Context: an optimization exercise on an open-source flow, tuned for small area. The choices shown serve that exercise and are no tape-out recipe. The RTL was checked by simulation tests, not by an equivalence proof against the original design. No driver is modelled on the clock port, so clocking that relies on it looks cheaper here than on a real chip. No activity file was given, so power comes from the tool's default toggle rates.

== wip/umber ==
==> flow/design.v <==
module wiegand_parity (
    input  wire [23:0] payload,
    output wire        even,
    output wire        odd
);
    assign even = ^payload[23:12];
    assign odd  = ~^payload[11:0];
endmodule
module credential_formatter (
    input  wire         en,
    input  wire [25:0]  frame,
    output reg  [207:0] bin_txt,
    output reg  [47:0]  hex_txt
);
    integer i;
    reg [3:0] n;
    reg       lt;
    reg [2:0] lo;
    always @(*) begin
        for (i = 0; i < 26; i = i + 1)
            bin_txt[i*8 +: 8] = {2'b00, en, en, 3'b000, en & frame[25 - i]};
        for (i = 0; i < 6; i = i + 1) begin
            n  = frame[24 - 4*i -: 4];
            lt = n[3] & (n[2] | n[1]);           
            lo = lt ? {n[2] ^ (!n[1] & !n[0]), !(n[1] ^ n[0]), !n[0]} : n[2:0];
            hex_txt[i*8 +: 8] = {1'b0, en & lt, en & !lt, en & !lt,
                                 en & n[3] & !lt, {3{en}} & lo};
        end
    end
endmodule
module wiegand_26_parity_unit (
    input  wire         clk,
    input  wire         rst,
    input  wire         req_valid,
    output wire         req_ready,
    input  wire [28:0]  req_iw,
    input  wire [4:0]   req_txt_len,
    input  wire [247:0] req_txt,
    output wire         resp_valid,
    input  wire         resp_ready,
    output wire [2:0]   resp_status,
    output wire [25:0]  resp_res,
    output wire [1:0]   resp_warn,
    output wire [207:0] resp_bin_txt,
    output wire [47:0]  resp_hex_txt
);
    localparam OP_FROM_BIN24 = 3'd0;
    localparam OP_FROM_BIN26 = 3'd1;
    localparam OP_FROM_HEX   = 3'd2;
    localparam OP_FROM_DEC   = 3'd3;
    localparam OP_RENDER     = 3'd4;
    localparam OP_COMPUTE    = 3'd5;
    localparam OP_VALIDATE   = 3'd6;
    reg         busy;        
    reg         done;        
    reg  [2:0]  op;
    reg  [4:0]  cnt;         
    reg  [123:0] t;          
    reg  [7:0]  tl;          
    reg  [25:0] r;
    reg         ill;         
    reg         inv;         
    reg         foor;        
    reg         covf;        
    reg         cs;          
    reg         dg;          
    wire idle = !busy && !done;
    wire [2:0]  a_op  = req_iw[28:26];
    wire [25:0] a_arg = req_iw[25:0];
    wire a_text = !a_op[2];
    wire a_ill = (a_op == 3'd7) ||
                 (a_text && (a_arg != 26'd0)) ||
                 ((a_op == OP_COMPUTE)  && (a_arg[25:24] != 2'd0)) ||
                 ((a_op == OP_VALIDATE) && (a_arg[25:4]  != 22'd0));
    wire a_pfx = (req_txt[7:0] == 8'h30) && (req_txt[15:14] == 2'b01) &&
                 req_txt[12] && (req_txt[11:8] == 4'h8);    
    reg a_inv;
    always @(*) begin
        case (a_op)
            OP_FROM_BIN24: a_inv = (req_txt_len != 5'd24);
            OP_FROM_BIN26: a_inv = (req_txt_len != 5'd26);
            OP_FROM_HEX:   a_inv = !((req_txt_len == 5'd6) || (req_txt_len == 5'd8 && a_pfx));
            default:       a_inv = 1'b0;
        endcase
    end
    reg [123:0] a_codes;
    reg [7:0]   a_tl;
    reg [7:0]   c;
    reg         keep;
    integer k;
    always @(*) begin
        for (k = 0; k < 31; k = k + 1) begin
            c = req_txt[8*k +: 8];
            keep = (c[7:5] == 3'b001) && (c[4] ^ (c[3:0] == 4'b1100));
            if (k < 8) begin
                a_tl[k] = !c[7] && c[6] && !c[4];
                keep = keep || a_tl[k];
            end
            a_codes[4*k +: 4] = {c[3] | !keep, c[2], c[1] | !keep, c[0]};
        end
    end
    reg [4:0] a_cnt;
    always @(*) begin
        if (a_text)
            a_cnt = req_txt_len;
        else if (a_op == OP_COMPUTE)
            a_cnt = 5'd2;
        else
            a_cnt = 5'd0;
    end
    wire [3:0] h  = t[3:0];
    wire       hl = tl[0];
    wire h_dig = !hl && (!h[3] || (h[2:1] == 2'b00));
    wire h_com = !hl && (h == 4'd12);
    wire h_hex_ok = hl ? ((h[3] == 1'b0) && (h[2:0] != 3'd0) && (h[2:0] != 3'd7))
                       : (!h[3] || (h[2:1] == 2'b00));
    wire [3:0] h_hexval = hl ? {1'b1, h[2] ^ (h[1] & h[0]), h[1] ^ h[0], !h[0]} : h;
    wire h_pfx = cnt[3] || (cnt[2:0] == 3'b111);
    wire [15:0] x = r[16:1];
    wire [15:0] ds;
    wire [9:2]  dc;
    assign ds[0] = h[0];
    assign ds[1] = x[0] ^ h[1];
    assign dc[2] = x[0] & h[1];
    assign ds[2] = x[1] ^ h[2] ^ dc[2];
    assign dc[3] = (x[1] & h[2]) | (dc[2] & (x[1] ^ h[2]));
    wire dk3 = h[3] | dc[3];                  
    assign ds[3] = x[0] ^ x[2] ^ dk3;
    assign dc[4] = (x[0] & x[2]) | (dk3 & (x[0] ^ x[2]));
    genvar gi;
    generate
        for (gi = 4; gi < 9; gi = gi + 1) begin : g_lo
            assign ds[gi]   = x[gi-3] ^ x[gi-1] ^ dc[gi];
            assign dc[gi+1] = (x[gi-3] & x[gi-1]) | (dc[gi] & (x[gi-3] ^ x[gi-1]));
        end
    endgenerate
    wire [15:9] ds0, ds1;
    wire [16:9] dc0, dc1;
    assign dc0[9] = 1'b0;
    assign dc1[9] = 1'b1;
    generate
        for (gi = 9; gi < 16; gi = gi + 1) begin : g_hi
            assign ds0[gi]   = x[gi-3] ^ x[gi-1] ^ dc0[gi];
            assign dc0[gi+1] = (x[gi-3] & x[gi-1]) | (dc0[gi] & (x[gi-3] ^ x[gi-1]));
            assign ds1[gi]   = x[gi-3] ^ x[gi-1] ^ dc1[gi];
            assign dc1[gi+1] = (x[gi-3] & x[gi-1]) | (dc1[gi] & (x[gi-3] ^ x[gi-1]));
        end
    endgenerate
    assign ds[15:9] = dc[9] ? ds1 : ds0;
    wire dec_ovf = (x > 16'd6553) || (x == 16'd6553 && h >= 4'd6);
    wire [4:0] cnt_dec = {cnt[4] ^ (cnt[3:0] == 4'd0), cnt[3] ^ (cnt[2:0] == 3'd0),
                          cnt[2] ^ (cnt[1:0] == 2'd0), cnt[1] ^ !cnt[0], !cnt[0]};
    wire m_bin = (op == OP_FROM_BIN24) || (op == OP_FROM_BIN26);
    wire m_shl = m_bin || (op == OP_COMPUTE);
    wire m_hex = (op == OP_FROM_HEX);
    wire m_dec = (op == OP_FROM_DEC);
    wire step  = busy && (cnt != 5'd0);
    always @(posedge clk) begin
        if (rst) begin
            busy <= 1'b0;
            done <= 1'b0;
        end else if (idle) begin
            busy <= req_valid;
        end else if (busy) begin
            if (cnt == 5'd0) begin
                busy <= 1'b0;
                done <= 1'b1;
            end
        end else if (resp_ready) begin
            done <= 1'b0;
        end
        if (idle) begin
            op   <= a_op;
            cnt  <= a_cnt;
            t    <= a_codes;
            tl   <= a_tl;
            r    <= {a_arg[0], a_arg[25:1]};
            ill  <= a_ill;
            inv  <= a_inv;
            foor <= 1'b0;
            covf <= 1'b0;
            cs   <= 1'b0;
            dg   <= 1'b0;
        end else begin
            t  <= {4'd0, t[123:4]};
            tl <= {1'b0, tl[7:1]};
            if (step) begin
                cnt <= cnt_dec;
                if (m_shl) begin
                    r[25:2] <= r[24:1];
                    r[1]    <= (op == OP_FROM_BIN24) ? h[0] : r[0];
                    r[0]    <= (op == OP_COMPUTE) ? r[25] : h[0];
                    if (m_bin && (hl || h[3:1] != 3'd0))
                        inv <= 1'b1;
                end
                if (m_hex) begin
                    r[24:1] <= {r[20:1], h_hexval};
                    if (!h_hex_ok && !h_pfx)
                        inv <= 1'b1;
                end
                if (m_dec) begin
                    if (h_com) begin
                        if (cs || !dg)
                            inv <= 1'b1;
                        cs   <= 1'b1;
                        dg   <= 1'b0;
                        foor <= covf || (r[16:9] != 8'd0);
                        covf <= 1'b0;
                        r[24:17] <= r[8:1];
                        r[16:1]  <= 16'd0;
                    end else if (h_dig) begin
                        dg      <= 1'b1;
                        r[16:1] <= ds[15:0];
                        if (dec_ovf)
                            covf <= 1'b1;
                    end else begin
                        inv <= 1'b1;
                    end
                end
            end
        end
    end
    wire o_text = !op[2];
    wire bad    = ill || inv || foor || covf || (m_dec && !(cs && dg));
    wire ok     = done && !rst && !bad;
    wire en_t   = ok && o_text;
    wire en_r   = ok && (op == OP_RENDER);
    wire en_c   = ok && (op == OP_COMPUTE);
    wire en_v   = ok && (op == OP_VALIDATE);
    wire en_tr  = en_t || en_r;
    wire pe, po;
    wiegand_parity u_parity (
        .payload (r[24:1]),
        .even    (pe),
        .odd     (po)
    );
    wire valid = done && !rst;
    assign req_ready  = idle && !rst;
    assign resp_valid = valid;
    assign resp_status = !valid ? 3'd0 :
                         ill    ? 3'd4 :
                         (inv || (m_dec && !(cs && dg))) ? 3'd1 :
                         foor   ? 3'd2 :
                         covf   ? 3'd3 : 3'd0;
    assign resp_res[25]   = en_t & pe;
    assign resp_res[24]   = en_t & r[24];
    assign resp_res[23:4] = {20{en_tr}} & r[23:4];
    assign resp_res[3]    = (en_tr & r[3]) | (en_v & r[0]);
    assign resp_res[2]    = (en_tr & r[2]) | (en_v & r[25]);
    assign resp_res[1]    = (en_tr & r[1]) | (en_v & (r[2] ^ r[0])) | (en_c & pe);
    assign resp_res[0]    = ((en_t | en_c) & po) | (en_r & r[0]) | (en_v & (r[1] ^ r[25]));
    assign resp_warn = (en_t && op == OP_FROM_BIN26) ? {r[25] ^ pe, r[0] ^ po} : 2'b00;
    credential_formatter u_fmt (
        .en      (en_r),
        .frame   ({r[24], r[23:0], r[25]}),
        .bin_txt (resp_bin_txt),
        .hex_txt (resp_hex_txt)
    );
endmodule
clock: 6.0 ns
lec_check: 0
cap_margin: 20
core_margin: 2
core_utilization: 40
slew_margin: 20
standard.sh (not shown) runs the stock make flow with config.mk's settings and CLKGATE_MAP_FILE= SYNTH_SCRIPT=/design/flow/synth_recipe.tcl, a recipe that flattens the netlist after the stock synthesis.
==> flow/flow/run.sh <==
#!/bin/bash
# Standard layout, with: the port buffers made from the smallest buffer cell;
# tie cells shared by up to 4 constant outputs each (flow/post_floorplan.tcl);
# a clock tree of clkbuf_8 without dummy loads, where a leaf buffer with many
# flip-flops is upsized to clkbuf_16 after CTS (flow/post_cts.tcl).
set -euo pipefail
export BUFFER_PORTS_ARGS="-buffer_cell sky130_fd_sc_hd__buf_1"
export SKIP_REPAIR_TIE_FANOUT=1
export POST_FLOORPLAN_TCL="$PWD/flow/post_floorplan.tcl"
export CTS_ARGS="-sink_clustering_enable -repair_clock_nets -dont_use_dummy_load -buf_list sky130_fd_sc_hd__clkbuf_8"
export POST_CTS_TCL="$PWD/flow/post_cts.tcl"
bash standard.sh > standard_flow.log 2>&1
==> flow/flow/post_cts.tcl <==
# Upsize each clkbuf_8 of the clock tree that drives more than 16 pins to
# clkbuf_16, then legalise the placement again.
set changed 0
foreach inst [[ord::get_db_block] getInsts] {
  if { [[$inst getMaster] getName] ne "sky130_fd_sc_hd__clkbuf_8" } { continue }
  set net [[$inst findITerm X] getNet]
  if { $net eq "NULL" } { continue }
  set n [llength [$net getITerms]]
  if { $n > 17 } {
    puts "post_cts: [$inst getName] drives [expr {$n - 1}] pins: clkbuf_16"
    replace_cell [$inst getName] sky130_fd_sc_hd__clkbuf_16
    incr changed
  }
}
if { $changed } {
  detailed_placement
  check_placement -verbose
}
==> flow/flow/post_floorplan.tcl <==
foreach var {TIELO_CELL_AND_PORT TIEHI_CELL_AND_PORT} {
  set cell_name [lindex $::env($var) 0]
  set lib_name [get_name [get_property [lindex [get_lib_cell $cell_name] 0] library]]
  set pin $lib_name/$cell_name/[lindex $::env($var) 1]
  repair_tie_fanout -separation $::env(TIE_SEPARATION) -max_fanout 4 $pin
}
wip/umber finished end to end and its layout was clean on timing, DRC and antenna.
The inputs of wip/maple differ from those of wip/umber as listed below.
# wip/umber
export LEC_CHECK = 0
export CAP_MARGIN = 20
export CORE_MARGIN = 2
export CORE_UTILIZATION = 40
export SLEW_MARGIN = 20
create_clock -name core_clock -period 6.0 [get_ports {clk}]
# wip/maple
export LEC_CHECK = 0
export CAP_MARGIN = 20
export CORE_MARGIN = 2
export CORE_UTILIZATION = 30
export SLEW_MARGIN = 20
create_clock -name core_clock -period 6.0 [get_ports {clk}]
==> flow/flow/run.sh <==
#!/bin/bash
# Standard layout, with the port buffers made from the smallest buffer cell
# and one tie cell shared by all constant outputs.
set -euo pipefail
export BUFFER_PORTS_ARGS="-buffer_cell sky130_fd_sc_hd__buf_1"
export SKIP_REPAIR_TIE_FANOUT=1
bash standard.sh > standard_flow.log 2>&1
removed: flow/flow/post_cts.tcl
removed: flow/flow/post_floorplan.tcl
Notes after the runs:
Comparing wip/maple with wip/umber, the register share of the cell area came out essentially unchanged. Of the two values seen for uppermost metal layer occupied by signal nets, met4 was produced by wip/maple and met5 by wip/umber. Global-route usage: wip/maple vs wip/umber down 6.3 points. The clock period minus worst slack in wip/maple was higher than what wip/umber gave. Diode insertion count for antenna repair down 5 in wip/maple wrt wip/umber. Compared with wip/umber, in wip/maple non-clock buffer count has increased; internal cell power has increased; growth of design area from synthesis to finish has remained practically unchanged; total power of the final layout has increased. The average wire per standard cell in wip/maple sits 3.1% below the value recorded for wip/umber. The area taken by flip-flops and latches was comparable across wip/umber and wip/maple. Share of final-layout standard cells stronger than drive strength 1 ends up higher on wip/maple.
### wip/maple -> wip/quartz
# wip/maple
export LEC_CHECK = 0
export CAP_MARGIN = 20
export CORE_MARGIN = 2
export CORE_UTILIZATION = 30
export SLEW_MARGIN = 20
create_clock -name core_clock -period 6.0 [get_ports {clk}]
# wip/quartz
export LEC_CHECK = 0
export CAP_MARGIN = 20
export CORE_MARGIN = 2
export CORE_UTILIZATION = 40
export SLEW_MARGIN = 20
create_clock -name core_clock -period 6.0 [get_ports {clk}]
==> flow/flow/run.sh <==
#!/bin/bash
# Standard layout, with: the port buffers made from the smallest buffer cell;
# tie cells shared by up to 8 constant outputs each (flow/post_floorplan.tcl);
# a clock tree of clkbuf_8 without dummy loads, where a leaf buffer with many
# flip-flops is upsized to clkbuf_16 after CTS (flow/post_cts.tcl).
set -euo pipefail
export BUFFER_PORTS_ARGS="-buffer_cell sky130_fd_sc_hd__buf_1"
export SKIP_REPAIR_TIE_FANOUT=1
export POST_FLOORPLAN_TCL="$PWD/flow/post_floorplan.tcl"
export CTS_ARGS="-sink_clustering_enable -repair_clock_nets -dont_use_dummy_load -buf_list sky130_fd_sc_hd__clkbuf_8"
export POST_CTS_TCL="$PWD/flow/post_cts.tcl"
bash standard.sh > standard_flow.log 2>&1
==> flow/flow/post_cts.tcl (new file) <==
# Upsize each clkbuf_8 of the clock tree that drives more than 16 pins to
# clkbuf_16, then legalise the placement again.
set changed 0
foreach inst [[ord::get_db_block] getInsts] {
  if { [[$inst getMaster] getName] ne "sky130_fd_sc_hd__clkbuf_8" } { continue }
  set net [[$inst findITerm X] getNet]
  if { $net eq "NULL" } { continue }
  set n [llength [$net getITerms]]
  if { $n > 17 } {
    puts "post_cts: [$inst getName] drives [expr {$n - 1}] pins: clkbuf_16"
    replace_cell [$inst getName] sky130_fd_sc_hd__clkbuf_16
    incr changed
  }
}
if { $changed } {
  detailed_placement
  check_placement -verbose
}
==> flow/flow/post_floorplan.tcl (new file) <==
# Tie-cell fanout repair as ORFS's floorplan step does it, but letting one
# tie cell drive up to 8 loads.
foreach var {TIELO_CELL_AND_PORT TIEHI_CELL_AND_PORT} {
  set cell_name [lindex $::env($var) 0]
  set lib_name [get_name [get_property [lindex [get_lib_cell $cell_name] 0] library]]
  set pin $lib_name/$cell_name/[lindex $::env($var) 1]
  repair_tie_fanout -separation $::env(TIE_SEPARATION) -max_fanout 8 $pin
}
--- outcome ---
- Comparing wip/maple and wip/quartz, the higher placer congestion estimate is on wip/quartz.
- Going from wip/maple to wip/quartz, design area did not really move; internal reg-to-reg setup slack went up.

==> port drivers added, routing unchanged <==
No port has a modelled driver above. Below, the same layouts with a new extraction and two added sets of constraints.
Step 1 (the two cells are an assumption about what drives the block):
set clk [get_ports {clk}]
set_driving_cell -lib_cell sky130_fd_sc_hd__clkbuf_16 $clk
set_driving_cell -lib_cell sky130_fd_sc_hd__buf_2 [delete_from_list [all_inputs] $clk]
Step 2 also shifts input and output timing later by t, the mid clock arrival at the registers, as if the neighbouring blocks saw the same clock.
a / b / c = ideal ports / drivers / drivers and shift; a / b = the first two.
run | shift t [ns] | setup WS [ns] | cell pins on the clock port's net
wip/umber | 0.484 | 0.293 / 0.293 / 0.293 | 1
wip/maple | 0.484 | 0.231 / 0.231 / 0.231 | 1
wip/quartz | 0.484 | 0.293 / 0.293 / 0.293 | 1
After both steps setup and hold are still met in every run listed.
